This design comes from an exercise in tuning for small area on the open sky130 flow, not from production work.
Function was checked by simulation only, so behaviour that the tests miss may differ from the original.
Power is estimated from default activity; no workload was simulated.

## ircore_tx
module ircore_tx (
    input  wire        clk,
    input  wire        rst,             
    input  wire        enq_valid,       
    input  wire        enq_rc6,         
    input  wire [2:0]  enq_mode,        
    input  wire [7:0]  enq_a,           
    input  wire [7:0]  enq_b,           
    output wire        enq_ready,       
    output wire        tx,              
    output wire        tx_idle          
);
    reg  [19:0] q [0:8];
    wire [8:0]  v;              
    wire [8:0]  fr;             
    wire        pop;            
    genvar gi;
    generate
        for (gi = 0; gi < 9; gi = gi + 1) begin : g_v
            assign v[gi] = q[gi][19] | ~q[gi][16];
        end
    endgenerate
    assign fr[8] = ~v[8] | pop | rst;
    generate
        for (gi = 0; gi < 8; gi = gi + 1) begin : g_fr
            assign fr[gi] = ~v[gi] | fr[gi + 1];
        end
    endgenerate
    assign enq_ready = fr[0];
    assign tx_idle   = ~|v;
    wire [19:0] in = {enq_valid & enq_rc6 & ~rst, enq_mode[2:1],
                      ~enq_valid | (enq_rc6 & enq_mode[0]), enq_a, enq_b};
    always @(posedge clk) begin
        if (fr[0]) q[0] <= in | {3'd0, rst, 16'd0};
    end
    generate
        for (gi = 1; gi < 9; gi = gi + 1) begin : g_q
            always @(posedge clk) begin
                if (fr[gi])
                    q[gi] <= {q[gi - 1][19] & ~rst, q[gi - 1][18:17],
                              q[gi - 1][16] | rst, q[gi - 1][15:0]};
            end
        end
    endgenerate
    wire [19:0] hd  = q[8];
    wire        rc6 = hd[19];
    reg        act;             
    reg [5:0]  n;               
    reg [1:0]  c;               
    reg [10:0] pre;             
    reg        tg;              
  ...
For scale: about 6800 um2 of cells after synthesis.
export LEC_CHECK = 0
export CAP_MARGIN = 20
export CORE_MARGIN = 2
export CORE_UTILIZATION = 40
export CTS_BUF_LIST = sky130_fd_sc_hd__clkbuf_8
export CTS_CLUSTER_DIAMETER = 60
export CTS_CLUSTER_SIZE = 20
export SLEW_MARGIN = 20
create_clock -name core_clock -period 10.0 [get_ports {clk}]
standard.sh (not shown) runs the stock make flow with config.mk's settings and CLKGATE_MAP_FILE= SYNTH_SCRIPT=/design/flow/synth_recipe.tcl, a recipe that flattens the netlist after the stock synthesis.
==> flow/flow/run.sh <==
#!/bin/bash
# The standard layout (standard.sh), with smaller port buffers and a clock
# tree built without dummy balancing loads.
set -euo pipefail
export BUFFER_PORTS_ARGS="-buffer_cell sky130_fd_sc_hd__buf_1"
export CTS_ARGS="-sink_clustering_enable -repair_clock_nets -buf_list sky130_fd_sc_hd__clkbuf_8 -root_buf sky130_fd_sc_hd__clkbuf_4 -sink_clustering_size 20 -sink_clustering_max_diameter 60 -dont_use_dummy_load"
bash standard.sh > standard.log 2>&1
The baseline finished with timing, DRC and antenna clean.
Then changed:
--- a/flow/config.mk
+++ b/flow/config.mk
@@ -10,4 +10 @@
-export CORE_UTILIZATION = 40
-export CTS_BUF_LIST = sky130_fd_sc_hd__clkbuf_8
-export CTS_CLUSTER_DIAMETER = 60
-export CTS_CLUSTER_SIZE = 20
+export CORE_UTILIZATION = 75
Synthesized area stays the same; via count goes up by 3.0%; flip-flop and latch count is unchanged; worst hold slack is worse by 0.059 ns; power goes down by 0.71%; fmax shrinks by 1.1%; setup slack is worse by 0.078 ns; global-route usage is higher by 8.3 points; count of clock-buffer cells in the layout stays the same; first-iteration DRC count decreases by 23%; final cell count went down by 19%.
Then changed:
==> flow/flow/run.sh (replaced) <==
#!/bin/bash
# The standard layout (standard.sh), with smaller port buffers and a clock
# tree built without dummy balancing loads.
set -euo pipefail
export BUFFER_PORTS_ARGS="-buffer_cell sky130_fd_sc_hd__buf_1"
export CTS_ARGS="-sink_clustering_enable -repair_clock_nets -buf_list sky130_fd_sc_hd__clkbuf_8 -root_buf sky130_fd_sc_hd__clkbuf_4 -sink_clustering_size 24 -sink_clustering_max_diameter 40 -dont_use_dummy_load"
bash standard.sh > standard.log 2>&1
--- a/flow/config.mk
+++ b/flow/config.mk
@@ -10 +10,4 @@
-export CORE_UTILIZATION = 75
+export CORE_UTILIZATION = 40
+export CTS_BUF_LIST = sky130_fd_sc_hd__clkbuf_8
+export CTS_CLUSTER_DIAMETER = 60
+export CTS_CLUSTER_SIZE = 20
- via count decreases by 0.90%
- register-to-register slack gains 0.21 ns
- utilization came out lower by 37 points
- sequential share of layout area came out lower by 2.9 points
- die area increases by about 80%
- clock skew went up by 0.069 ns
- area after synthesis is unchanged

static timing again, ports no longer ideal:
The flow's constraints put no driver on any port. The routed layouts listed below were extracted and timed again, unchanged, in two steps.
Step 1 sets driving cells, clkbuf_16 on the clock port and buf_2 on the other inputs (assumed; they add their load-dependent delay and slew).
Step 2 adds t to the input delays and takes it off the output delays; t is the mean of the earliest and latest rising clock arrival at the registers after step 1. Input paths then give back, and output paths get back, about the clock's delay inside the block.
Slacks: ideal / step 1 / step 2; pairs: ideal / step 1.
run	t (ns)	setup slack, ns	worst register clock-pin slew, ns	worst data-port slew with drivers (ns)	pins driven straight from the clock port
the first run	0.566	2.781 / 2.752 / 2.752	0.11 / 0.11	0.04	1
the second run	0.555	2.703 / 2.680 / 2.680	0.11 / 0.11	0.03	1
the third run	0.616	2.759 / 2.729 / 2.729	0.09 / 0.09	0.04	1
After both steps setup and hold are still met in every run listed. The setup slack of the third run, which loses most, moves by -0.030 ns with the drivers and by -0.030 ns with both steps.
